Context: an optimization exercise on an open-source flow, tuned for small area and a short achievable clock period. The choices shown serve that exercise and are no tape-out recipe. In this exercise RTL edits were held to simulation tests only and were not proved equivalent to the original.

==> flow/design.v (outline; a module is shown in full before it is edited, if it fits) <==
// module tvg_fa: 4 lines
// module tvg_ha: 4 lines
// module tvg_amul_ii: 168 lines
// module tvg_amul_iir: 179 lines
// module tvg_amul_iin: 168 lines
// module tvg_amul_iinr: 179 lines
// module tvg_am8: 161 lines
// module tvg_amul32_ii: 10 lines
// module tvg_amul32_iir: 10 lines
// module tvg_amul32_iinr: 10 lines
// module tvg_amul32_iin: 10 lines
// module tvg_blend4: 101 lines
// module tvg_am8_r: 14 lines
// module tvg_lane: 65 lines
module tvg_blend4 (
    input  wire         clk,
    input  wire         rst,           
    input  wire         in_valid,
    input  wire [1:0]   in_op,         
    input  wire         in_cs,         
    input  wire [1:0]   in_mm,         
    input  wire [31:0]  in_color,      
    input  wire [7:0]   in_opacity,    
    input  wire [7:0]   in_cov,        
    input  wire [127:0] in_dst,        
    input  wire [127:0] in_src,        
    input  wire [127:0] in_mask,       
    output reg          out_valid,
    output wire [127:0] out_pix,       
    output reg          out_dst_rd,    
    output reg          out_mask_rd    
);
  // ...
==> flow/flow/run.sh <==
#!/bin/bash
# Layout of the version: the standard flow (standard.sh: ORFS synthesis
# and layout, unchanged), with the port buffers that global placement
# inserts on every input and output made sky130_fd_sc_hd__buf_2 instead of
# the flow's default choice (clkdlybuf4s50_1, a slow delay cell).
set -euo pipefail
export BUFFER_PORTS_ARGS="-buffer_cell sky130_fd_sc_hd__buf_2"
bash standard.sh > standard.log 2>&1
==> flow/standard.sh <==
#!/bin/bash
# synth_recipe.tcl (not shown) runs the flow's synth.tcl, then flattens the netlist and writes it again
# the make line also repeats each setting of config.mk as NAME=value (left out here)
make -C /OpenROAD-flow-scripts/flow DESIGN_CONFIG=/design/flow/config.mk WORK_HOME=/design/flow/orfs CLKGATE_MAP_FILE= SYNTH_SCRIPT=/design/flow/synth_recipe.tcl "${@:-finish}"
==> flow/config.mk <==
export PLATFORM = sky130hd
export DESIGN_NAME = tvg_blend4
export DESIGN_NICKNAME = tvg_blend4
export VERILOG_FILES = /design/flow/design.v
export SDC_FILE = /design/flow/constraint.sdc
export NUM_CORES = 4
export LEC_CHECK = 0
export CAP_MARGIN = 50
export CORE_MARGIN = 2
export CORE_UTILIZATION = 75
export CTS_CLUSTER_DIAMETER = 60
export CTS_CLUSTER_SIZE = 20
export PLACE_DENSITY = 0.82
export SLEW_MARGIN = 75
export SYNTH_HIERARCHICAL = 1
==> flow/constraint.sdc <==
create_clock -name core_clock -period 30.0 [get_ports {clk}]
set_input_delay 6.0000 -clock core_clock [delete_from_list [all_inputs] [get_ports {clk}]]
set_output_delay 6.0000 -clock core_clock [all_outputs]
set_load 0.01 [all_outputs]
==> results.ini, run 1 <==
[worst_setup_path]
reg2reg_from = g_lane[0].u_lane.nk1[5]
timing.rr.end = g_lane[0].u_lane.ns2[31]
critical_path_depth = 1
type_of_destination_of_the_critical_path = output pin

[floorplan]
core-area_mm2 = 0.152
horizontal_extent_of_the_die_um = 395
fp.dieArea_mm2 = 0.156
well_tap_count = 2030

[global_route]
globalRouteOverflowTotal = 0
grt_util_met3_pct = 7.94
grtUsageMet2_pct = 59.8

[place]
place_hpwl_um = 211000
dp_cells = 12900
preCtsSetupSlack_ps = 23090

[logic_synthesis]
mux_contribution_to_synthesized_area_pct = 3.93
netlist.top_cell.by_area = fa_1
synth-warning-count = 9
synth_top_family_by_area = adder cells
most_repeated_cell_in_the_gate_level_netlist_after_synthesis = nor2_1
yosysUniqueCellTypes = 76

[timing]
timing.final.crit_share_pct = 24.5
finalClockSkew_ps = 32.6
timing_max_transition_violations_final = 0

[routing]
highest_layer = met5
met1Wirelength_um = 104000

[layout]
number_of_multi_input_combinational_cells_in_the_layout = 8464
n_antenna_cell = 6
dominant_cells = multi-input combinational cells
bufAreaShareNonClock_pct = 3.26
layout-drive-gt1-share_pct = 12.5
sh_seq_area_pct = 22.8
multi_input_comb_area_mm2 = 0.0829
final-seq-area_mm2 = 0.0280

[run_status]
outcome = complete, no violations

[hold_path]
hold-path-cell-count = 0
min_path_type = reg -> reg

==> run 2: changes to the inputs <==
--- a/flow/config.mk
+++ b/flow/config.mk
@@ -8,8 +8,8 @@
 export CAP_MARGIN = 50
 export CORE_MARGIN = 2
-export CORE_UTILIZATION = 75
+export CORE_UTILIZATION = 80
 export CTS_CLUSTER_DIAMETER = 60
 export CTS_CLUSTER_SIZE = 20
-export PLACE_DENSITY = 0.82
+export PLACE_DENSITY = 0.86
 export SLEW_MARGIN = 75
 export SYNTH_HIERARCHICAL = 1
==> run 2 against run 1 <==
Still clean. Count of clock-buffer cells in the layout up 3. Worst hold slack worse by 9.9 ps. Maximum frequency up 0.34%. Register-to-register slack worse by 60 ps. Core utilization up 5.1 points. Critical endpoint is now out_pix[31]. Highest routed layer unchanged.
==> results.ini, run 2 <==
[run_status]
outcome = complete, no violations

[logic_synthesis]
synth_top_family_by_area = adder cells
synth-simple-area-share_pct = 13.0
synth.top_cells.by_count = nor2_1, fa_1, dfxtp_1, clkbuf_1, ha_1
avgSynthCellArea_um2 = 10.4
dominantRegCellSynth = dfxtp_1
synth_top_area_share_pct = 37.2
synth-async-reset-ratio_pct = 0
synth_enable_flop_cells = 0
most_repeated_cell_in_the_gate_level_netlist_after_synthesis = nor2_1
main_area_contributors_after_synthesis = fa_1, dfxtp_1, nor2_1
synthCells = 11004
yosysUniqueCellTypes = 76  ; unchanged
mux_contribution_to_synthesized_area_pct = 3.93  ; unchanged
ys_ff_latch = 1385
mappedNetlistArea_mm2 = 0.115
netlist.top_cell.by_area = fa_1
synth_compound_gate_area_share_pct = 8.70
xor_xnor_share_of_the_synthesized_area_pct = 1.86
synth-warning-count = 9  ; unchanged
portion_of_the_post_synthesis_area_used_by_sequential_elements_pct = 24.1
synth_fa_ha_area_share_pct = 43.9

[worst_setup_path]
crit_slowest_cell = dfxtp_1
type_of_destination_of_the_critical_path = output pin
cp_data_required_time_ps = 24000
maximum_fanout_count_along_the_critical_path = 1
cells_along_the_critical_path = buf_2
cp-start-kind = register
cp_top_family = flip-flops
critical_path_arrival_ps = 1320
critical_path_depth = 1  ; unchanged
critical-path-max-stage-delay_ps = 380
r2r.worst_path.cells = 24
critPathKind = reg -> out
worstPathBufferInverterCount = 1

[clocking]
clock_tree_from_tritoncts = yes
htree_num_levels = 3
cts_max_path_buffers = 3
cts_sinks = 1385
clkTransAtPathRegs_ps = 80
post_cts.resized_instances = 0
cts_setup_buffers = 0
num_cts_buffers = 120
root_buffer = clkbuf_16
clkLatencyLatePin_ps = 780
ctsHoldBuffers = 0

[layout]
layout-drive-gt1-share_pct = 12.8  ; +0.31 points
multi_input_comb_area_mm2 = 0.0829  ; about the same
finalNetCount = 14159
commonest_non_fill_non_tap_cells_in_the_layout = nor2_1, fa_1, dfxtp_1
final_common_cell = nor2_1
final-seq-area_mm2 = 0.0280  ; about the same
synthToLayoutAreaGrowth_pct = 7.12
filler_cell_count = 7391

[routing]
wl_per_cell_um = 22.3
ant_nets = 0
initialDrtViolationCount = 7597
detailedRoute.firstPassIterationCount = 8
drt_wl_total_um = 289000
drt-vias-per-instance = 6.35
remaining_routing_drc_violations = 0
route.vias.total = 82605

[timing]
setup-tns-final_ps = 0
grt_setup_unrepaired = no
fmaxAchievable_mhz = 137
timing.final.setup_violations = 0
timing_max_transition_violations_final = 0  ; unchanged
hold_viol_final = 0
finalClockSkew_ps = 40.0  ; +7.40 ps
finalWorstPathRequiredPeriod_ps = 7320
timing.final.crit_share_pct = 24.4  ; -0.083 points

[hold_path]
hold-path-cell-count = 0  ; unchanged
min_path_type = reg -> reg

[global_route]
first_pass_grt_wire_length_um = 462000
track_usage_pct = 40.0
globalRouteOverflowTotal = 0  ; unchanged
grt_max_degree = 38
number_of_antenna_violations_at_the_first_check_in_global_routing = 15
grt_pass1_vias = 88951

[floorplan]
num_rows = 139
fp.dieArea_mm2 = 0.147  ; -6.2%
core-area_mm2 = 0.143  ; -5.9%
horizontal_extent_of_the_die_um = 383  ; -3.1%
ios = 571
floorplan.die.height_um = 383
start_util_pct = 80.3

[place]
buffer_ports.inserted = 474
place_hpwl_um = 214000  ; +1.5%
gp_routability_congestion = 0.952

[flow_run]
max-cap-violations = 0

==> run 2: final timing paths <==
kind,startpoint,to,slack [ps]
worst max-delay path,g_lane[0].u_lane.pix[31],out_pix[31],22680
worst min-delay path,g_lane[0].u_lane.nd1[15],g_lane[0].u_lane.nd2[15],300
worst max register to register,g_lane[2].u_lane.nf3[4],g_lane[2].u_lane.pix[23],23150
worst min register to register,g_lane[0].u_lane.nd1[15],g_lane[0].u_lane.nd2[15],300
==> run 2: kinds of logic (layout without fill, tap and decap cells) <==
logic type	count (synthesis)	count (layout)
buffers and inverters	1187	1239
AO/OA/AOI/OAI	1338	1338
AND/OR/NAND/NOR	3612	3612
adder cells (fa/ha/maj)	2755	2755
flip-flops	1385	1385
multiplexers	448	448
other	35	75
XOR/XNOR	244	244
==> run 2: per-module statistics from Yosys, one instance, submodules excluded, excerpt <==
module	cells	flip-flops and latches	copies in the design	cell area, µm²
tvg_lane	667	324	4	8880
tvg_blend4	124	41	1	1470
tvg_am8	178	0	3	1280
tvg_amul_ii	129	0	16	733
tvg_amul_iinr	103	0	16	504
tvg_amul_iir	95	0	16	474
tvg_am8_r	16	16	3	320
tvg_fa	1	0	2092	20.0
tvg_ha	1	0	306	12.5
==> run 2: per-stage QoR <==
step           hold slack, ps  setup slack (ps)  area [µm²]  utilization [%]  cells
3_5_place_dp              312             23030      118000             82.7  12775
2_1_floorplan             310             23230      115000                -  11036
6_report                  303             22680      123000             86.0  12999
4_1_cts                   301             22650      123000             85.6  12989
5_1_grt                   310             22640      123000             86.0  12991
3_3_place_gp              310             23000      117000             81.8  12740
==> run 2: final cells by class <==
type / instances / area share (%)
clock inverter: 84 / 0.929
timing repair buffer: 617 / 3.25
tap: 1903 / 1.93
multi-input combinational: 8464 / 67.4
sequential: 1385 / 22.8
clock buffer: 130 / 2.51
antenna: 8 / 0.0163
inverter: 408 / 1.24
==> run 2: per-layer routing <==
metal	track usage (%)	vias to the layer above	share of wire [%]
met2	64.8	4880	48
met1	50.0	41231	36
met4	21.7	22	6.3
met5	0	-	0.046
li1	-	35294	-
met3	9.46	1178	10
==> run 3: changes to the inputs <==
--- a/flow/config.mk
+++ b/flow/config.mk
@@ -6,10 +6,10 @@
 export NUM_CORES = 4
 export LEC_CHECK = 0
-export CAP_MARGIN = 50
+export CAP_MARGIN = 35
 export CORE_MARGIN = 2
-export CORE_UTILIZATION = 80
+export CORE_UTILIZATION = 75
 export CTS_CLUSTER_DIAMETER = 60
 export CTS_CLUSTER_SIZE = 20
-export PLACE_DENSITY = 0.86
-export SLEW_MARGIN = 75
+export PLACE_DENSITY = 0.82
+export SLEW_MARGIN = 60
 export SYNTH_HIERARCHICAL = 1
==> run 3 against run 2 <==
Critical endpoint is now out_pix[73]. Global-route usage is 3.9 points lower. Largest cell class unchanged. Core utilization is 6.0 points lower. Setup slack improved by 14 ps. Critical path type unchanged.
==> results.ini, run 3 <==
[hold_path]
hold-path-cell-count = 0  ; unchanged
min_path_type = reg -> reg

[logic_synthesis]
avgSynthCellArea_um2 = 10.4  ; unchanged
synth_compound_gate_area_share_pct = 8.70  ; unchanged
synth.top_cells.by_count = nor2_1, fa_1, dfxtp_1, clkbuf_1, ha_1
dominantRegCellSynth = dfxtp_1
portion_of_the_post_synthesis_area_used_by_sequential_elements_pct = 24.1  ; unchanged
synth-simple-area-share_pct = 13.0  ; unchanged
yosysUniqueCellTypes = 76  ; unchanged
synth_enable_flop_cells = 0  ; unchanged
ys_ff_latch = 1385  ; unchanged
xor_xnor_share_of_the_synthesized_area_pct = 1.86  ; unchanged
mappedNetlistArea_mm2 = 0.115  ; unchanged
mux_contribution_to_synthesized_area_pct = 3.93  ; unchanged
most_repeated_cell_in_the_gate_level_netlist_after_synthesis = nor2_1
synth_top_area_share_pct = 37.2  ; unchanged
netlist.top_cell.by_area = fa_1
synth-warning-count = 9  ; unchanged
main_area_contributors_after_synthesis = fa_1, dfxtp_1, nor2_1
synth-async-reset-ratio_pct = 0  ; unchanged
synthCells = 11004  ; unchanged
synth_fa_ha_area_share_pct = 43.9  ; unchanged
synth_top_family_by_area = adder cells

[timing]
setup_ws_ps = 22700  ; +13.7 ps
tightestPinTransition_ps = 641
hold_viol_final = 0  ; unchanged
fmaxAchievable_mhz = 137  ; +0.19%
timing.final.crit_share_pct = 24.3  ; -0.046 points
timing_max_transition_violations_final = 0  ; unchanged
fin_worst_hold_slack_ps = 316  ; +12.3 ps
timing.final.setup_violations = 0  ; unchanged
finalWorstPathRequiredPeriod_ps = 7300  ; -13.7 ps
slew-limit-headroom_pct = 57.3
grt_setup_unrepaired = no
setup-tns-final_ps = 0  ; unchanged
finalClockSkew_ps = 37.8  ; -2.23 ps

[layout]
final_common_cell = nor2_1
synthToLayoutAreaGrowth_pct = 5.92
finalNetCount = 14126  ; -0.23%
number_of_cells_in_the_finished_layout_apart_from_fillers = 13086  ; +0.67%
layout-drive-gt1-share_pct = 10.5  ; -2.4 points
commonest_non_fill_non_tap_cells_in_the_layout = nor2_1, fa_1, dfxtp_1

[routing]
remaining_routing_drc_violations = 0  ; unchanged
initialDrtViolationCount = 6351  ; -16%
wl_per_cell_um = 21.1  ; -5.1%
drt-vias-per-instance = 6.17  ; -2.9%
drt_wl_total_um = 277000  ; -4.4%
ant_nets = 0  ; unchanged
detailedRoute.firstPassIterationCount = 12  ; +4
route.vias.total = 80768  ; -2.2%

[clocking]
clkLatencyLatePin_ps = 770  ; about the same
clkTransAtPathRegs_ps = 80  ; about the same
htree_num_levels = 3  ; unchanged
cts_max_path_buffers = 3  ; unchanged
ctsHoldBuffers = 0  ; unchanged
post_cts.resized_instances = 0  ; unchanged
clock_tree_from_tritoncts = yes
cts_setup_buffers = 0  ; unchanged
cts_sinks = 1385  ; unchanged
num_cts_buffers = 115  ; -4.2%
root_buffer = clkbuf_16

[worst_setup_path]
cp_top_family = flip-flops
maximum_fanout_count_along_the_critical_path = 1  ; unchanged
critical-path-max-stage-delay_ps = 390  ; about the same
cp-start-kind = register
critical_path_depth = 1  ; unchanged
cp_data_required_time_ps = 24000  ; about the same
r2r.worst_path.cells = 18  ; -25%
type_of_destination_of_the_critical_path = output pin
cells_along_the_critical_path = buf_2
worstPathBufferInverterCount = 1  ; unchanged
worst-r2r-setup-slack_ps = 23040  ; -110 ps
critPathKind = reg -> out
critical_path_arrival_ps = 1300  ; -20 ps
crit_slowest_cell = dfxtp_1

[global_route]
groute.layer.met1.usage_pct = 46.3  ; -3.6 points
top_usage_layer = met2
number_of_antenna_violations_at_the_first_check_in_global_routing = 11  ; -4
grt_max_degree = 38  ; unchanged
first_pass_grt_wire_length_um = 449000  ; -2.8%
grt_pass1_vias = 87369  ; -1.8%
track_usage_pct = 36.1  ; -3.9 points
globalRouteOverflowTotal = 0  ; unchanged
grtUsageMet2_pct = 59.1  ; -5.8 points
grt_util_met3_pct = 7.37  ; -2.1 points

[place]
gp_routability_congestion = 0.967  ; +1.6%
place_hpwl_um = 208000  ; -2.7%
dp_cells = 12871  ; +0.75%
preCtsSetupSlack_ps = 22990  ; -38.7 ps
buffer_ports.inserted = 474  ; unchanged

[floorplan]
core-area_mm2 = 0.152  ; +6.3%
ios = 571  ; unchanged
num_rows = 143  ; +2.9%
fp.dieArea_mm2 = 0.156  ; +6.6%
start_util_pct = 75.5  ; -4.7 points
floorplan.die.height_um = 395  ; +3.2%
horizontal_extent_of_the_die_um = 395  ; +3.2%

[run_status]
outcome = complete, no violations

[flow_run]
max-cap-violations = 0  ; unchanged

==> run 3: kinds of logic (layout without fill, tap and decap cells) <==
group           count (synthesis)  in the layout
compound gates               1338           1338
xor+xnor                      244            244
fa+ha+maj                    2755           2755
buf+inv                      1187           1202
flops                        1385           1385
mux                           448            448
other cells                    35             72
simple gates                 3612           3612
==> run 3: through the flow <==
step | cell area, µm² | util, %
2_1_floorplan | 115000 | -
3_3_place_gp | 117000 | 77.1
3_5_place_dp | 117000 | 77.2
4_1_cts | 122000 | 79.9
5_1_grt | 122000 | 80.0
6_report | 122000 | 80.0
==> run 3: per-module statistics from Yosys (local to each module, per instance), excerpt <==
module | flip-flops and latches | cells
tvg_amul_iir | 0 | 95
tvg_am8_r | 16 | 16
tvg_lane | 324 | 667
tvg_fa | 0 | 1
tvg_ha | 0 | 1
tvg_blend4 | 41 | 124
tvg_am8 | 0 | 178
tvg_amul_ii | 0 | 129
tvg_amul_iinr | 0 | 103
==> run 3: per-layer routing <==
metal | wire (µm) | part of all wire (%) | up-vias
li1 | - | - | 35219
met1 | 104000 | 38 | 40763
met2 | 132000 | 48 | 3959
met3 | 24500 | 8.9 | 815
met4 | 15300 | 5.5 | 12
met5 | 80 | 0.029 | -
==> run 3: area by class of cell <==
| class | count | area (µm²) |
|---|---|---|
| clock buffer | 124 | 2970 |
| sequential | 1385 | 27800 |
| antenna | 5 | 12.5 |
| multi-input combinational | 8464 | 82400 |
| tap | 2030 | 2540 |
| inverter | 408 | 1530 |
| clock inverter | 81 | 1080 |
| fill | 9532 | 30400 |
| timing repair buffer | 589 | 3350 |
==> run 3: worst paths after layout <==
| check | from | to |
|---|---|---|
| max | g_lane[2].u_lane.pix[9] | out_pix[73] |
| min | g_lane[1].u_lane.nd2[28] | g_lane[1].u_lane.nd3[28] |
| max reg2reg | g_lane[0].u_lane.nk1[5] | g_lane[0].u_lane.ns2[31] |
| min reg2reg | g_lane[1].u_lane.nd2[28] | g_lane[1].u_lane.nd3[28] |
==> run 4: changes to the inputs <==
--- a/flow/config.mk
+++ b/flow/config.mk
@@ -6,5 +6,5 @@
 export NUM_CORES = 4
 export LEC_CHECK = 0
-export CAP_MARGIN = 35
+export CAP_MARGIN = 25
 export CORE_MARGIN = 2
 export CORE_UTILIZATION = 75
@@ -12,4 +12,4 @@
 export CTS_CLUSTER_SIZE = 20
 export PLACE_DENSITY = 0.82
-export SLEW_MARGIN = 60
+export SLEW_MARGIN = 50
 export SYNTH_HIERARCHICAL = 1
==> run 4 against run 3 <==
Still clean. Flip-flop and latch count unchanged. Final cell count decreased by 0.13%. Register-to-register slack got worse by 80 ps. Area after synthesis unchanged. Clock skew decreased by 12 ps. First-iteration DRC count about the same. Core utilization decreased by 0.30 points. Via count decreased by 0.49%. Critical path type unchanged. Critical endpoint unchanged. Largest cell class unchanged.
==> results.ini, run 4 <==
[worst_setup_path]
critPathKind = reg -> out
worstPathBufferInverterCount = 1  ; unchanged
crit_slowest_cell = dfxtp_1
type_of_destination_of_the_critical_path = output pin
worst-r2r-setup-slack_ps = 22960  ; -80 ps
cells_along_the_critical_path = buf_2
timing.rr.end = g_lane[2].u_lane.nk1[5]
r2r.worst_path.cells = 25  ; +7
reg2reg_from = u_am_hi.a0[2]
critical_path_arrival_ps = 1310  ; about the same
cp_top_family = flip-flops
maximum_fanout_count_along_the_critical_path = 1  ; unchanged
cp-start-kind = register
critical-path-max-stage-delay_ps = 390  ; about the same
cp_data_required_time_ps = 24000  ; about the same

[floorplan]
start_util_pct = 75.5  ; unchanged
num_rows = 143  ; unchanged
floorplan.die.height_um = 395  ; unchanged
fp.dieArea_mm2 = 0.156  ; unchanged
core-area_mm2 = 0.152  ; unchanged
ios = 571  ; unchanged
horizontal_extent_of_the_die_um = 395  ; unchanged

[routing]
route.vias.total = 80375  ; -0.49%
ant_nets = 0  ; unchanged
drt-vias-per-instance = 6.15  ; -0.36%
detailedRoute.firstPassIterationCount = 6  ; -6
remaining_routing_drc_violations = 0  ; unchanged
initialDrtViolationCount = 6349  ; -0.031%
drt_wl_total_um = 275000  ; -0.55%
wl_per_cell_um = 21.0  ; -0.42%

[logic_synthesis]
synth-warning-count = 9  ; unchanged
netlist.top_cell.by_area = fa_1
synthCells = 11004  ; unchanged
synth-async-reset-ratio_pct = 0  ; unchanged
dominantRegCellSynth = dfxtp_1
main_area_contributors_after_synthesis = fa_1, dfxtp_1, nor2_1
most_repeated_cell_in_the_gate_level_netlist_after_synthesis = nor2_1
synth_enable_flop_cells = 0  ; unchanged
avgSynthCellArea_um2 = 10.4  ; unchanged
portion_of_the_post_synthesis_area_used_by_sequential_elements_pct = 24.1  ; unchanged
synth_top_area_share_pct = 37.2  ; unchanged
ys_ff_latch = 1385  ; unchanged
mappedNetlistArea_mm2 = 0.115  ; unchanged
synth.top_cells.by_count = nor2_1, fa_1, dfxtp_1, clkbuf_1, ha_1
yosysUniqueCellTypes = 76  ; unchanged

[clocking]
root_buffer = clkbuf_16
post_cts.resized_instances = 0  ; unchanged
num_cts_buffers = 112  ; -2.6%
cts_sinks = 1385  ; unchanged
ctsHoldBuffers = 0  ; unchanged
cts_setup_buffers = 0  ; unchanged
cts_max_path_buffers = 3  ; unchanged
clock_tree_from_tritoncts = yes
clkTransAtPathRegs_ps = 80  ; about the same
clkLatencyLatePin_ps = 770  ; about the same
htree_num_levels = 3  ; unchanged

[timing]
grt_setup_unrepaired = no
hold_viol_final = 0  ; unchanged
setup-tns-final_ps = 0  ; unchanged
fmaxAchievable_mhz = 137  ; about the same
slew-limit-headroom_pct = 51.1  ; -6.2 points
fin_worst_hold_slack_ps = 322  ; +5.97 ps
timing_max_transition_violations_final = 0  ; unchanged
tightestPinTransition_ps = 733  ; +92.0 ps
timing.final.setup_violations = 0  ; unchanged
finalWorstPathRequiredPeriod_ps = 7310  ; +6.20 ps
timing.final.crit_share_pct = 24.4  ; about the same
finalClockSkew_ps = 25.4  ; -12.4 ps

[place]
buffer_ports.inserted = 474  ; unchanged
gp_routability_congestion = 0.967  ; unchanged
place_hpwl_um = 208000  ; about the same
placed_cell_areas_mm2 = 0.117  ; about the same

[global_route]
first_pass_grt_wire_length_um = 449000  ; about the same
number_of_antenna_violations_at_the_first_check_in_global_routing = 7  ; -4
track_usage_pct = 36.0  ; -0.063 points
grt_pass1_vias = 87557  ; +0.22%
grt_max_degree = 38  ; unchanged
globalRouteOverflowTotal = 0  ; unchanged

[layout]
final_common_cell = nor2_1
finish.instance_area_mm2 = 0.121  ; -0.38%
synthToLayoutAreaGrowth_pct = 5.52
commonest_non_fill_non_tap_cells_in_the_layout = nor2_1, fa_1, dfxtp_1
filler_cell_count = 9548  ; +0.17%
layout-drive-gt1-share_pct = 10.2  ; -0.23 points
final_core_utilization_pct = 79.7  ; -0.30 points
finalNetCount = 14114  ; -0.085%

[run_status]
outcome = complete, no violations

[hold_path]
min_path_type = reg -> reg
hold-path-cell-count = 0  ; unchanged
worstHoldEndpoint = g_lane[0].u_lane.nm2[6]
worst_hold_startpoint = g_lane[0].u_lane.nm1[6]

[flow_run]
max-cap-violations = 0  ; unchanged

==> run 4: cell counts after synthesis <==
No cell type changed its count.
==> run 4: worst max-delay path by stage <==
stage	to	from	cells after the start	slack, ps
final	out_pix[73]	g_lane[2].u_lane.pix[9]	1	22690
after global placement	u_am_hi.b0[6]	in_op[1]	2	23020
after CTS	out_pix[38]	g_lane[1].u_lane.pix[6]	1	22640
after detailed placement	u_am_hi.b0[6]	in_op[1]	2	22990
after floorplan	u_am_hi.b0[3]	in_op[1]	3	23230
after global routing	g_lane[2].u_lane.nk1[5]	u_am_hi.a0[1]	25	22650
==> run 4: cells by family (layout without fill, tap and decap cells) <==
kind of cell / after synthesis / after routing / share of synthesized area [%]
simple gates: 3612 / 3612 / 13.0
other cells: 35 / 72 / 0.114
compound gates: 1338 / 1338 / 8.70
fa+ha+maj: 2755 / 2755 / 43.9
xor+xnor: 244 / 244 / 1.86
flops: 1385 / 1385 / 24.1
buf+inv: 1187 / 1185 / 4.36
mux: 448 / 448 / 3.93
==> run 4: per-layer routing <==
metal  track usage (%)  vias up  wire (µm)
li1                  -    35176          -
met1              46.1    40562     104000
met2              58.8     3867     131000
met3              7.66      760      24300
met4              17.6       10      14900
met5                 0        -         67
==> run 4: Yosys stat by module, one instance, submodules excluded, excerpt <==
module         cells  copies in the design
tvg_am8          178                     3
tvg_fa             1                  2092
tvg_amul_iir      95                    16
tvg_amul_iinr    103                    16
tvg_amul_ii      129                    16
tvg_ha             1                   306
tvg_am8_r         16                     3
==> run 4: layout make-up <==
type | count | area [µm²] | area share [%]
multi-input cells | 8464 | 82400 | 68.0
flip-flops and latches | 1385 | 27800 | 22.9
repair buffers | 580 | 3180 | 2.62
clock buffers | 121 | 2880 | 2.37
well taps | 2030 | 2540 | 2.10
inverters | 408 | 1530 | 1.26
clock inverters | 76 | 925 | 0.763
diodes | 5 | 12.5 | 0.0103
==> run 4: metrics by stage <==
step	cells	setup slack, ps
3_5_place_dp	12867	22990
4_1_cts	13064	22640
2_1_floorplan	11036	23230
6_report	13069	22690
5_1_grt	13066	22650
3_3_place_gp	12866	23020
==> run 5: changes to the inputs <==
--- a/flow/config.mk
+++ b/flow/config.mk
@@ -6,5 +6,5 @@
 export NUM_CORES = 4
 export LEC_CHECK = 0
-export CAP_MARGIN = 25
+export CAP_MARGIN = 20
 export CORE_MARGIN = 2
 export CORE_UTILIZATION = 75
@@ -12,4 +12,4 @@
 export CTS_CLUSTER_SIZE = 20
 export PLACE_DENSITY = 0.82
-export SLEW_MARGIN = 50
+export SLEW_MARGIN = 40
 export SYNTH_HIERARCHICAL = 1
==> run 5 against run 4 <==
Final cell count about the same. Core utilization up 0.14 points. Area after synthesis unchanged. Die area is the same. Still clean. Wire length rose by 0.34%.
==> results.ini, run 5 <==
[flow_run]
max-cap-violations = 0  ; unchanged

[global_route]
first_pass_grt_wire_length_um = 449000  ; +0.13%
grt_max_degree = 38  ; unchanged
grt_pass1_vias = 87682  ; +0.14%
track_usage_pct = 36.1  ; +0.046 points
globalRouteOverflowTotal = 0  ; unchanged
number_of_antenna_violations_at_the_first_check_in_global_routing = 12  ; +5

[timing]
fin_worst_hold_slack_ps = 313  ; -8.86 ps
grt_setup_unrepaired = no
fmaxAchievable_mhz = 137  ; about the same
setup-tns-final_ps = 0  ; unchanged
setup_ws_ps = 22690  ; -6.30 ps
tightestPinTransition_ps = 808  ; +75.5 ps
timing.final.crit_share_pct = 24.4  ; about the same
hold_viol_final = 0  ; unchanged
finalClockSkew_ps = 28.7  ; +3.31 ps
timing.final.setup_violations = 0  ; unchanged
timing_max_transition_violations_final = 0  ; unchanged
finalWorstPathRequiredPeriod_ps = 7320  ; +6.30 ps
slew-limit-headroom_pct = 46.0  ; -5.0 points

[clocking]
clock_tree_from_tritoncts = yes
ctsHoldBuffers = 0  ; unchanged
clkTransAtPathRegs_ps = 80  ; about the same
root_buffer = clkbuf_16
post_cts.resized_instances = 0  ; unchanged
cts_setup_buffers = 0  ; unchanged
cts_sinks = 1385  ; unchanged
htree_num_levels = 3  ; unchanged
clkLatencyLatePin_ps = 770  ; about the same
cts_max_path_buffers = 3  ; unchanged
num_cts_buffers = 114  ; +1.8%

[logic_synthesis]
yosysUniqueCellTypes = 76  ; unchanged
synth.top_cells.by_count = nor2_1, fa_1, dfxtp_1, clkbuf_1, ha_1
synth-async-reset-ratio_pct = 0  ; unchanged
synth-warning-count = 9  ; unchanged
main_area_contributors_after_synthesis = fa_1, dfxtp_1, nor2_1
most_repeated_cell_in_the_gate_level_netlist_after_synthesis = nor2_1
synth_top_area_share_pct = 37.2  ; unchanged
dominantRegCellSynth = dfxtp_1
ys_ff_latch = 1385  ; unchanged
portion_of_the_post_synthesis_area_used_by_sequential_elements_pct = 24.1  ; unchanged
avgSynthCellArea_um2 = 10.4  ; unchanged
synthCells = 11004  ; unchanged
mappedNetlistArea_mm2 = 0.115  ; unchanged
netlist.top_cell.by_area = fa_1
synth_enable_flop_cells = 0  ; unchanged

[layout]
number_of_cells_in_the_finished_layout_apart_from_fillers = 13077  ; +0.061%
layout-drive-gt1-share_pct = 10.2  ; +0.013 points
final_core_utilization_pct = 79.9  ; +0.14 points
final_common_cell = nor2_1
finish.instance_area_mm2 = 0.121  ; +0.17%
synthToLayoutAreaGrowth_pct = 5.71
filler_cell_count = 9458  ; -0.94%
finalNetCount = 14116  ; +0.014%
commonest_non_fill_non_tap_cells_in_the_layout = nor2_1, fa_1, dfxtp_1

[worst_setup_path]
worstPathBufferInverterCount = 1  ; unchanged
cells_along_the_critical_path = buf_2
crit_slowest_cell = dfxtp_1
r2r.worst_path.cells = 18  ; -28%
critical_path_arrival_ps = 1320  ; about the same
timing.rr.end = g_lane[0].u_lane.ns2[31]
cp-start-kind = register
cp_top_family = flip-flops
worst-r2r-setup-slack_ps = 23060  ; +100 ps
maximum_fanout_count_along_the_critical_path = 1  ; unchanged
critical-path-max-stage-delay_ps = 390  ; about the same
cp_data_required_time_ps = 24000  ; about the same
type_of_destination_of_the_critical_path = output pin
reg2reg_from = g_lane[0].u_lane.nk1[5]
critPathKind = reg -> out

[hold_path]
worst_hold_startpoint = g_lane[1].u_lane.nd2[28]
hold-path-cell-count = 0  ; unchanged
worstHoldEndpoint = g_lane[1].u_lane.nd3[28]
min_path_type = reg -> reg

[run_status]
outcome = complete, no violations

[place]
placed_cell_areas_mm2 = 0.117  ; about the same
buffer_ports.inserted = 474  ; unchanged
dp_cells = 12867  ; unchanged
gp_routability_congestion = 0.967  ; unchanged
preCtsSetupSlack_ps = 22990  ; -1.90 ps
place_hpwl_um = 208000  ; about the same

[floorplan]
floorplan.die.height_um = 395  ; unchanged
fp.dieArea_mm2 = 0.156  ; unchanged
ios = 571  ; unchanged
start_util_pct = 75.5  ; unchanged
num_rows = 143  ; unchanged
core-area_mm2 = 0.152  ; unchanged
horizontal_extent_of_the_die_um = 395  ; unchanged

[routing]
detailedRoute.firstPassIterationCount = 8  ; +2
initialDrtViolationCount = 5852  ; -7.8%
drt-vias-per-instance = 6.18  ; +0.54%
route.vias.total = 80859  ; +0.60%
ant_nets = 0  ; unchanged
remaining_routing_drc_violations = 0  ; unchanged
wl_per_cell_um = 21.1  ; +0.28%
drt_wl_total_um = 276000  ; +0.34%

-- run 5: cell counts after synthesis --
Identical to the previous run, type by type.
-- run 5: layout make-up --
type	instances	area (µm²)	share of cell area [%]
Clock buffer	124	2950	2.43
Tap cell	2030	2540	2.09
Clock inverter	78	1070	0.881
Sequential cell	1385	27800	22.9
Timing Repair Buffer	580	3180	2.62
Multi-Input combinational cell	8464	82400	67.8
Antenna cell	8	20.0	0.0165
Inverter	408	1530	1.26
-- run 5: how the worst max path moves through the flow --
stage	startpoint	slack (ps)	depth (start not counted)	endpoint
after global placement	in_op[1]	23020	2	u_am_hi.b0[6]
after global routing	g_lane[2].u_lane.pix[9]	22660	1	out_pix[73]
after floorplan	in_op[1]	23230	3	u_am_hi.b0[3]
after detailed placement	in_op[1]	22990	2	u_am_hi.b0[6]
after CTS	g_lane[1].u_lane.pix[0]	22640	1	out_pix[32]
final	g_lane[2].u_lane.pix[9]	22690	1	out_pix[73]
-- run 5: cell families (layout without fill, tap and decap cells) --
| kind of cell | Yosys count | count (layout) | share of synthesized area [%] |
|---|---|---|---|
| adders and majority gates | 2755 | 2755 | 43.9 |
| and+or+nand+nor | 3612 | 3612 | 13.0 |
| other | 35 | 75 | 0.114 |
| muxes | 448 | 448 | 3.93 |
| xor gates and xnor gates | 244 | 244 | 1.86 |
| buffers and inverters | 1187 | 1190 | 4.36 |
| DFF | 1385 | 1385 | 24.1 |
| AOI/OAI and AO/OA | 1338 | 1338 | 8.70 |
-- run 5: routing by layer --
| layer | vias up | track usage (%) | part of all wire [%] |
|---|---|---|---|
| li1 | 35208 | - | - |
| met2 | 3976 | 58.8 | 48 |
| met5 | - | 0 | 0.020 |
| met3 | 843 | 7.63 | 8.9 |
| met4 | 10 | 18.0 | 5.6 |
| met1 | 40822 | 46.2 | 38 |
-- run 5: Yosys stat by module, one instance, submodules excluded, a selection --
module | copies in the design | flip-flops and latches
tvg_fa | 2092 | 0
tvg_lane | 4 | 324
tvg_amul_iir | 16 | 0
tvg_amul_ii | 16 | 0
tvg_am8_r | 3 | 16
tvg_amul_iinr | 16 | 0
tvg_ha | 306 | 0
tvg_blend4 | 1 | 41
==> module tvg_lane, before the edit <==
module tvg_lane (
    input  wire        clk,
    input  wire        in_img,      
    input  wire [31:0] in_src,
    input  wire [31:0] in_dst,
    input  wire [7:0]  in_ma,       
    input  wire [7:0]  k,           
    input  wire [31:0] color_pm,    
    input  wire        clear,       
    input  wire        maskon,      
    input  wire        inv_mask,    
    output reg  [31:0] pix          
);
    reg        img0;
    reg [31:0] src0;
    reg [31:0] dst0;
    reg [7:0]  ma0;
    always @(posedge clk) begin
        img0 <= in_img;
        src0 <= in_src;
        dst0 <= in_dst;
        ma0  <= in_ma;
    end
    reg        clr1;
    reg [7:0]  nk1;
    reg [31:0] nx1;
    reg [7:0]  nm1;
    reg [31:0] nd1;
    always @(posedge clk) begin
        clr1 <= clear;
        nk1  <= ~k;
        nx1  <= ~(img0 ? src0 : color_pm);
        nm1  <= !maskon ? 8'h00 : inv_mask ? ma0 : ~ma0;
        nd1  <= ~dst0;
    end
    wire [31:0] ns_s2;
    tvg_amul32_iinr u_s (.np(nx1), .nk(nk1), .ny(ns_s2));
    reg        clr2;
    reg [31:0] ns2;
    reg [7:0]  nm2;
    reg [31:0] nd2;
    always @(posedge clk) begin
        clr2 <= clr1;
        ns2  <= ns_s2;
        nm2  <= nm1;
        nd2  <= nd1;
    end
    wire [31:0] s_s3;
    tvg_amul32_iir u_m (.np(ns2), .nk(nm2), .y(s_s3));
    reg        clr3;
    reg [23:0] sc3;      
    reg [7:0]  nf3;
    reg [31:0] nd3;
    always @(posedge clk) begin
        clr3 <= clr2;
        sc3  <= s_s3[23:0];
        nf3  <= s_s3[31:24] | {8{clr2}};
        nd3  <= nd2;
    end
    wire [7:0]  sa = clr3 ? 8'h00 : nf3;
    wire [31:0] dm;
    tvg_amul32_ii u_d (.np(nd3), .nk(nf3), .y(dm));
    always @(posedge clk)
        pix <= {sa, sc3} + dm;
endmodule
==> run 6: changes to the inputs <==
--- a/flow/design.v
+++ b/flow/design.v
@@ -862,4 +862,220 @@
     assign y = u[8] ? h1 : h0;
 endmodule
+module tvg_add32 (
+    input  wire [31:0] a,
+    input  wire [31:0] b,
+    output wire [31:0] y
+);
+    wire p0 = a[0] ^ b[0];
+    wire g0 = a[0] & b[0];
+    wire p1 = a[1] ^ b[1];
+    wire g1 = a[1] & b[1];
+    wire p2 = a[2] ^ b[2];
+    wire g2 = a[2] & b[2];
+    wire p3 = a[3] ^ b[3];
+    wire g3 = a[3] & b[3];
+    wire p4 = a[4] ^ b[4];
+    wire g4 = a[4] & b[4];
+    wire p5 = a[5] ^ b[5];
+    wire g5 = a[5] & b[5];
+    wire p6 = a[6] ^ b[6];
+    wire g6 = a[6] & b[6];
+    wire p7 = a[7] ^ b[7];
+    wire g7 = a[7] & b[7];
+    wire p8 = a[8] ^ b[8];
+    wire g8 = a[8] & b[8];
+    wire p9 = a[9] ^ b[9];
+    wire g9 = a[9] & b[9];
+    wire p10 = a[10] ^ b[10];
+    wire g10 = a[10] & b[10];
+    wire p11 = a[11] ^ b[11];
+    wire g11 = a[11] & b[11];
+    wire p12 = a[12] ^ b[12];
+    wire g12 = a[12] & b[12];
+    wire p13 = a[13] ^ b[13];
+    wire g13 = a[13] & b[13];
+    wire p14 = a[14] ^ b[14];
+    wire g14 = a[14] & b[14];
+    wire p15 = a[15] ^ b[15];
+    wire g15 = a[15] & b[15];
+    wire p16 = a[16] ^ b[16];
+    wire g16 = a[16] & b[16];
+    wire p17 = a[17] ^ b[17];
+    wire g17 = a[17] & b[17];
+    wire p18 = a[18] ^ b[18];
+    wire g18 = a[18] & b[18];
+    wire p19 = a[19] ^ b[19];
+    wire g19 = a[19] & b[19];
+    wire p20 = a[20] ^ b[20];
+    wire g20 = a[20] & b[20];
+    wire p21 = a[21] ^ b[21];
+    wire g21 = a[21] & b[21];
+    wire p22 = a[22] ^ b[22];
+    wire g22 = a[22] & b[22];
+    wire p23 = a[23] ^ b[23];
+    wire g23 = a[23] & b[23];
+    wire p24 = a[24] ^ b[24];
+    wire g24 = a[24] & b[24];
+    wire p25 = a[25] ^ b[25];
+    wire g25 = a[25] & b[25];
+    wire p26 = a[26] ^ b[26];
+    wire g26 = a[26] & b[26];
+    wire p27 = a[27] ^ b[27];
+    wire g27 = a[27] & b[27];
+    wire p28 = a[28] ^ b[28];
+    wire g28 = a[28] & b[28];
+    wire p29 = a[29] ^ b[29];
+    wire g29 = a[29] & b[29];
+    wire p30 = a[30] ^ b[30];
+    wire g30 = a[30] & b[30];
+    wire p31 = a[31] ^ b[31];
+    wire g31 = a[31] & b[31];
+    wire G1 = g1 | (p1 & g0);
+    wire P1 = p1 & p0;
+    wire G2 = g3 | (p3 & g2);
+    wire P2 = p3 & p2;
+    wire G3 = g5 | (p5 & g4);
+    wire P3 = p5 & p4;
+    wire G4 = g7 | (p7 & g6);
+    wire P4 = p7 & p6;
+    wire G5 = g9 | (p9 & g8);
+    wire P5 = p9 & p8;
+    wire G6 = g11 | (p11 & g10);
+    wire P6 = p11 & p10;
+    wire G7 = g13 | (p13 & g12);
+    wire P7 = p13 & p12;
+    wire G8 = g15 | (p15 & g14);
+    wire P8 = p15 & p14;
+    wire G9 = g17 | (p17 & g16);
+    wire P9 = p17 & p16;
+    wire G10 = g19 | (p19 & g18);
+    wire P10 = p19 & p18;
+    wire G11 = g21 | (p21 & g20);
+    wire P11 = p21 & p20;
+    wire G12 = g23 | (p23 & g22);
+    wire P12 = p23 & p22;
+    wire G13 = g25 | (p25 & g24);
+    wire P13 = p25 & p24;
+    wire G14 = g27 | (p27 & g26);
+    wire P14 = p27 & p26;
+    wire G15 = g29 | (p29 & g28);
+    wire P15 = p29 & p28;
+    wire G16 = g31 | (p31 & g30);
+    wire P16 = p31 & p30;
+    wire G17 = G2 | (P2 & G1);
+    wire P17 = P2 & P1;
+    wire G18 = G4 | (P4 & G3);
+    wire P18 = P4 & P3;
+    wire G19 = G6 | (P6 & G5);
+    wire P19 = P6 & P5;
+    wire G20 = G8 | (P8 & G7);
+    wire P20 = P8 & P7;
+    wire G21 = G10 | (P10 & G9);
+    wire P21 = P10 & P9;
+    wire G22 = G12 | (P12 & G11);
+    wire P22 = P12 & P11;
+    wire G23 = G14 | (P14 & G13);
+    wire P23 = P14 & P13;
+    wire G24 = G16 | (P16 & G15);
+    wire P24 = P16 & P15;
+    wire G25 = G18 | (P18 & G17);
+    wire P25 = P18 & P17;
+    wire G26 = G20 | (P20 & G19);
+    wire P26 = P20 & P19;
+    wire G27 = G22 | (P22 & G21);
+    wire P27 = P22 & P21;
+    wire G28 = G24 | (P24 & G23);
+    wire P28 = P24 & P23;
+    wire G29 = G26 | (P26 & G25);
+    wire P29 = P26 & P25;
+    wire G30 = G28 | (P28 & G27);
+    wire P30 = P28 & P27;
+    wire G31 = G30 | (P30 & G29);
+    wire P31 = P30 & P29;
+    wire G32 = G27 | (P27 & G29);
+    wire P32 = P27 & P29;
+    wire G33 = G19 | (P19 & G25);
+    wire P33 = P19 & P25;
+    wire G34 = G21 | (P21 & G29);
+    wire P34 = P21 & P29;
+    wire G35 = G23 | (P23 & G32);
+    wire P35 = P23 & P32;
+    wire G36 = G3 | (P3 & G17);
+    wire P36 = P3 & P17;
+    wire G37 = G5 | (P5 & G25);
+    wire P37 = P5 & P25;
+    wire G38 = G7 | (P7 & G33);
+    wire P38 = P7 & P33;
+    wire G39 = G9 | (P9 & G29);
+    wire P39 = P9 & P29;
+    wire G40 = G11 | (P11 & G34);
+    wire P40 = P11 & P34;
+    wire G41 = G13 | (P13 & G32);
+    wire P41 = P13 & P32;
+    wire G42 = G15 | (P15 & G35);
+    wire P42 = P15 & P35;
+    wire G43 = g2 | (p2 & G1);
+    wire P43 = p2 & P1;
+    wire G44 = g4 | (p4 & G17);
+    wire P44 = p4 & P17;
+    wire G45 = g6 | (p6 & G36);
+    wire P45 = p6 & P36;
+    wire G46 = g8 | (p8 & G25);
+    wire P46 = p8 & P25;
+    wire G47 = g10 | (p10 & G37);
+    wire P47 = p10 & P37;
+    wire G48 = g12 | (p12 & G33);
+    wire P48 = p12 & P33;
+    wire G49 = g14 | (p14 & G38);
+    wire P49 = p14 & P38;
+    wire G50 = g16 | (p16 & G29);
+    wire P50 = p16 & P29;
+    wire G51 = g18 | (p18 & G39);
+    wire P51 = p18 & P39;
+    wire G52 = g20 | (p20 & G34);
+    wire P52 = p20 & P34;
+    wire G53 = g22 | (p22 & G40);
+    wire P53 = p22 & P40;
+    wire G54 = g24 | (p24 & G32);
+    wire P54 = p24 & P32;
+    wire G55 = g26 | (p26 & G41);
+    wire P55 = p26 & P41;
+    wire G56 = g28 | (p28 & G35);
+    wire P56 = p28 & P35;
+    wire G57 = g30 | (p30 & G42);
+    wire P57 = p30 & P42;
+    assign y[0] = p0;
+    assign y[1] = p1 ^ g0;
+    assign y[2] = p2 ^ G1;
+    assign y[3] = p3 ^ G43;
+    assign y[4] = p4 ^ G17;
+    assign y[5] = p5 ^ G44;
+    assign y[6] = p6 ^ G36;
+    assign y[7] = p7 ^ G45;
+    assign y[8] = p8 ^ G25;
+    assign y[9] = p9 ^ G46;
+    assign y[10] = p10 ^ G37;
+    assign y[11] = p11 ^ G47;
+    assign y[12] = p12 ^ G33;
+    assign y[13] = p13 ^ G48;
+    assign y[14] = p14 ^ G38;
+    assign y[15] = p15 ^ G49;
+    assign y[16] = p16 ^ G29;
+    assign y[17] = p17 ^ G50;
+    assign y[18] = p18 ^ G39;
+    assign y[19] = p19 ^ G51;
+    assign y[20] = p20 ^ G34;
+    assign y[21] = p21 ^ G52;
+    assign y[22] = p22 ^ G40;
+    assign y[23] = p23 ^ G53;
+    assign y[24] = p24 ^ G32;
+    assign y[25] = p25 ^ G54;
+    assign y[26] = p26 ^ G41;
+    assign y[27] = p27 ^ G55;
+    assign y[28] = p28 ^ G35;
+    assign y[29] = p29 ^ G56;
+    assign y[30] = p30 ^ G42;
+    assign y[31] = p31 ^ G57;
+endmodule
 module tvg_amul32_ii (
     input  wire [31:0] np,
@@ -1079,5 +1295,7 @@
     wire [31:0] dm;
     tvg_amul32_ii u_d (.np(nd3), .nk(nf3), .y(dm));
+    wire [31:0] sum;
+    tvg_add32 u_add (.a({sa, sc3}), .b(dm), .y(sum));
     always @(posedge clk)
-        pix <= {sa, sc3} + dm;
+        pix <= sum;
 endmodule
--- a/flow/config.mk
+++ b/flow/config.mk
@@ -6,10 +6,10 @@
 export NUM_CORES = 4
 export LEC_CHECK = 0
-export CAP_MARGIN = 20
+export CAP_MARGIN = 50
 export CORE_MARGIN = 2
-export CORE_UTILIZATION = 75
+export CORE_UTILIZATION = 70
 export CTS_CLUSTER_DIAMETER = 60
 export CTS_CLUSTER_SIZE = 20
-export PLACE_DENSITY = 0.82
-export SLEW_MARGIN = 40
+export PLACE_DENSITY = 0.78
+export SLEW_MARGIN = 75
 export SYNTH_HIERARCHICAL = 1
==> run 6 against run 5 <==
Clock skew is 0.63 ps lower. Sequential share of layout area about the same. Non-clock buffer count is 53 higher. Register-to-register slack got worse by 580 ps. Design area grew 0.60%. Critical endpoint is now g_lane[1].u_lane.pix[30].
==> results.ini, run 6 <==
[run_status]
outcome = complete, no violations

[logic_synthesis]
synth_enable_flop_cells = 0  ; unchanged
avgSynthCellArea_um2 = 10.6  ; +2.0%
synth-async-reset-ratio_pct = 0  ; unchanged
yosysUniqueCellTypes = 62  ; -18%
main_area_contributors_after_synthesis = fa_1, dfxtp_1, nor2_1
synth.top_cells.by_count = nor2_1, fa_1, dfxtp_1, clkbuf_1, ha_1
synthCells = 10656  ; -3.2%
mappedNetlistArea_mm2 = 0.113  ; -1.2%
synth_top_area_share_pct = 38.8  ; +1.5 points
netlist.top_cell.by_area = fa_1
dominantRegCellSynth = dfxtp_1
portion_of_the_post_synthesis_area_used_by_sequential_elements_pct = 24.4  ; +0.30 points
synth-warning-count = 9  ; unchanged
most_repeated_cell_in_the_gate_level_netlist_after_synthesis = nor2_1
ys_ff_latch = 1385  ; unchanged

[timing]
grt_setup_unrepaired = no
hold_viol_final = 0  ; unchanged
timing.final.setup_violations = 0  ; unchanged
finalClockSkew_ps = 28.1  ; -0.626 ps
setup_ws_ps = 22480  ; -205 ps
setup-tns-final_ps = 0  ; unchanged
timing_max_transition_violations_final = 0  ; unchanged
finalWorstPathRequiredPeriod_ps = 7520  ; +205 ps
timing.final.crit_share_pct = 25.1  ; +0.68 points
fmaxAchievable_mhz = 133  ; -2.7%

[routing]
drt_wl_total_um = 261000  ; -5.3%
remaining_routing_drc_violations = 0  ; unchanged
detailedRoute.firstPassIterationCount = 6  ; -2
wl_per_cell_um = 20.2  ; -4.5%
ant_nets = 0  ; unchanged
route.vias.total = 76646  ; -5.2%
initialDrtViolationCount = 5324  ; -9.0%
drt-vias-per-instance = 5.91  ; -4.4%

[floorplan]
fp.dieArea_mm2 = 0.165  ; +5.8%
core-area_mm2 = 0.161  ; +5.7%
num_rows = 147  ; +2.8%
start_util_pct = 70.6  ; -5.0 points
horizontal_extent_of_the_die_um = 407  ; +2.8%
floorplan.die.height_um = 407  ; +2.8%
ios = 571  ; unchanged

[global_route]
first_pass_grt_wire_length_um = 424000  ; -5.7%
track_usage_pct = 32.6  ; -3.5 points
number_of_antenna_violations_at_the_first_check_in_global_routing = 16  ; +4
grtUsageMet2_pct = 52.6  ; -6.2 points
grt_util_met3_pct = 8.03  ; +0.41 points
grt_max_degree = 38  ; unchanged
globalRouteOverflowTotal = 0  ; unchanged
top_usage_layer = met2
grt_pass1_vias = 83067  ; -5.3%
groute.layer.met1.usage_pct = 41.7  ; -4.5 points

[hold_path]
min_path_type = reg -> reg

[worst_setup_path]
cp_data_required_time_ps = 30680  ; +6680 ps
cp-start-kind = register
type_of_destination_of_the_critical_path = register
maximum_fanout_count_along_the_critical_path = 23  ; +22
critPathKind = reg -> reg
critical_path_arrival_ps = 8200  ; +6880 ps

[clocking]
htree_num_levels = 4  ; +1
cts_setup_buffers = 0  ; unchanged
clkLatencyLatePin_ps = 810  ; +40 ps
post_cts.resized_instances = 0  ; unchanged
ctsHoldBuffers = 0  ; unchanged
cts_max_path_buffers = 3  ; unchanged
num_cts_buffers = 130  ; +14%
clock_tree_from_tritoncts = yes
root_buffer = clkbuf_16
clkTransAtPathRegs_ps = 80  ; about the same
cts_sinks = 1385  ; unchanged

[place]
gp_routability_congestion = 0.920  ; -4.9%
preCtsSetupSlack_ps = 22620  ; -373 ps
dp_cells = 12720  ; -1.1%
buffer_ports.inserted = 474  ; unchanged
place_hpwl_um = 199000  ; -4.1%

[layout]
final_common_cell = nor2_1
synthToLayoutAreaGrowth_pct = 7.67
final_core_utilization_pct = 76.0  ; -3.9 points
commonest_non_fill_non_tap_cells_in_the_layout = nor2_1, fa_1, dfxtp_1
layout-drive-gt1-share_pct = 12.7  ; +2.5 points
finalNetCount = 13913  ; -1.4%
number_of_cells_in_the_finished_layout_apart_from_fillers = 12966  ; -0.85%

[flow_run]
max-cap-violations = 0  ; unchanged

==> run 6: final timing paths <==
| check | startpoint | endpoint | slack, ps | depth (start not counted) |
|---|---|---|---|---|
| worst min register to register | g_lane[3].u_lane.nd2[31] | g_lane[3].u_lane.nd3[31] | 320 | 0 |
| worst min-delay path | g_lane[3].u_lane.nd2[31] | g_lane[3].u_lane.nd3[31] | 320 | 0 |
| worst max-delay path | g_lane[1].u_lane.nf3[7] | g_lane[1].u_lane.pix[30] | 22480 | 25 |
| worst max register to register | g_lane[1].u_lane.nf3[7] | g_lane[1].u_lane.pix[30] | 22480 | 25 |
==> run 6: cell type report <==
type / instances / area (µm²)
timing repair buffer: 633 / 4160
tap: 2160 / 2700
multi-input combinational: 8073 / 81100
inverter: 475 / 1780
fill: 10651 / 38600
antenna: 13 / 32.5
sequential: 1385 / 28000
clock inverter: 86 / 1040
clock buffer: 141 / 3400
==> run 6: through the flow <==
step	hold slack, ps	instance area, µm²
2_1_floorplan	310	114000
3_3_place_gp	310	116000
3_5_place_dp	312	117000
4_1_cts	318	122000
5_1_grt	322	122000
6_report	316	122000
==> run 6: cell families after synthesis <==
group,count (synthesis),synth area share (%)
AO/OA/AOI/OAI,1102,7.41
XOR/XNOR,196,1.51
adder cells (fa/ha/maj),2807,45.4
buffers and inverters,1230,4.72
flip-flops,1385,24.4
multiplexers,448,3.98
other,35,0.116
AND/OR/NAND/NOR,3453,12.4
==> run 6: per-layer routing <==
metal | vias to the layer above | wire [µm]
met5 | - | 43
met1 | 38989 | 101000
met2 | 3237 | 125000
met3 | 611 | 24000
li1 | 33801 | -
met4 | 8 | 12000
==> run 6: critical path: stages, from the launching register on <==
cell	delay [ps]
dfxtp_2	510
buf_4	360
mux2i_1	170
fa_1	580
fa_1	460
fa_1	560
a211o_1	280
o211ai_1	90
a21oi_2	50
fa_1	430
fa_1	410
a21oi_1	200
o211ai_1	130
a21oi_1	190
xnor2_1	120
ha_1	310
nand4_1	200
a2111oi_4	260
o21ai_2	170
a2111oi_4	300
dlymetal6s2s_1	250
o31ai_4	90
clkdlybuf4s18_2	270
buf_4	180
o31ai_2	330
fa_1	480
==> run 6: modules after synthesis, one instance, submodules excluded, excerpt <==
module | cells inside | copies in the design
tvg_add32 | 147 | 4
tvg_amul_iir | 95 | 16
tvg_am8_r | 16 | 3
tvg_amul_ii | 129 | 16
tvg_lane | 433 | 4
tvg_blend4 | 124 | 1
tvg_am8 | 178 | 3
tvg_ha | 1 | 306
tvg_amul_iinr | 103 | 16

## separate check: timing with driven ports
How much do the figures lean on ideal ports? The routed layouts below were timed once more, with nothing changed but the port constraints. Step 1 assumes that a clkbuf_16 drives the clock port and a buf_2 every other input. Step 2 adds t to the input delays and takes it off the output delays; t is the mean of the earliest and latest rising clock arrival at the registers after step 1. Input paths then give back, and output paths get back, about the clock's delay inside the block. Slacks: no drivers / after step 1 / after step 2; pairs: no drivers / after step 1.
run | t (ns) | setup slack, ns | hold WS [ns] | worst setup path at the end | worst slew at a driven data input, ns
run 1 | 0.851 | 22.659 / 22.573 / 23.075 | 0.313 / 0.313 / 0.313 | input to register | 0.17
run 2 | 0.856 | 22.684 / 22.590 / 23.132 | 0.303 / 0.303 / 0.303 | input to register | 0.18
run 3 | 0.845 | 22.698 / 22.604 / 23.042 | 0.316 / 0.316 / 0.316 | register to register | 0.15
run 4 | 0.835 | 22.691 / 22.606 / 22.900 | 0.322 / 0.322 / 0.322 | input to register | 0.15
run 5 | 0.845 | 22.685 / 22.592 / 22.908 | 0.313 / 0.313 / 0.313 | input to register | 0.15
run 6 | 0.889 | 22.480 / 22.480 / 22.480 | 0.316 / 0.316 / 0.316 | register to register | 0.15
After both steps every run listed still meets setup and hold.
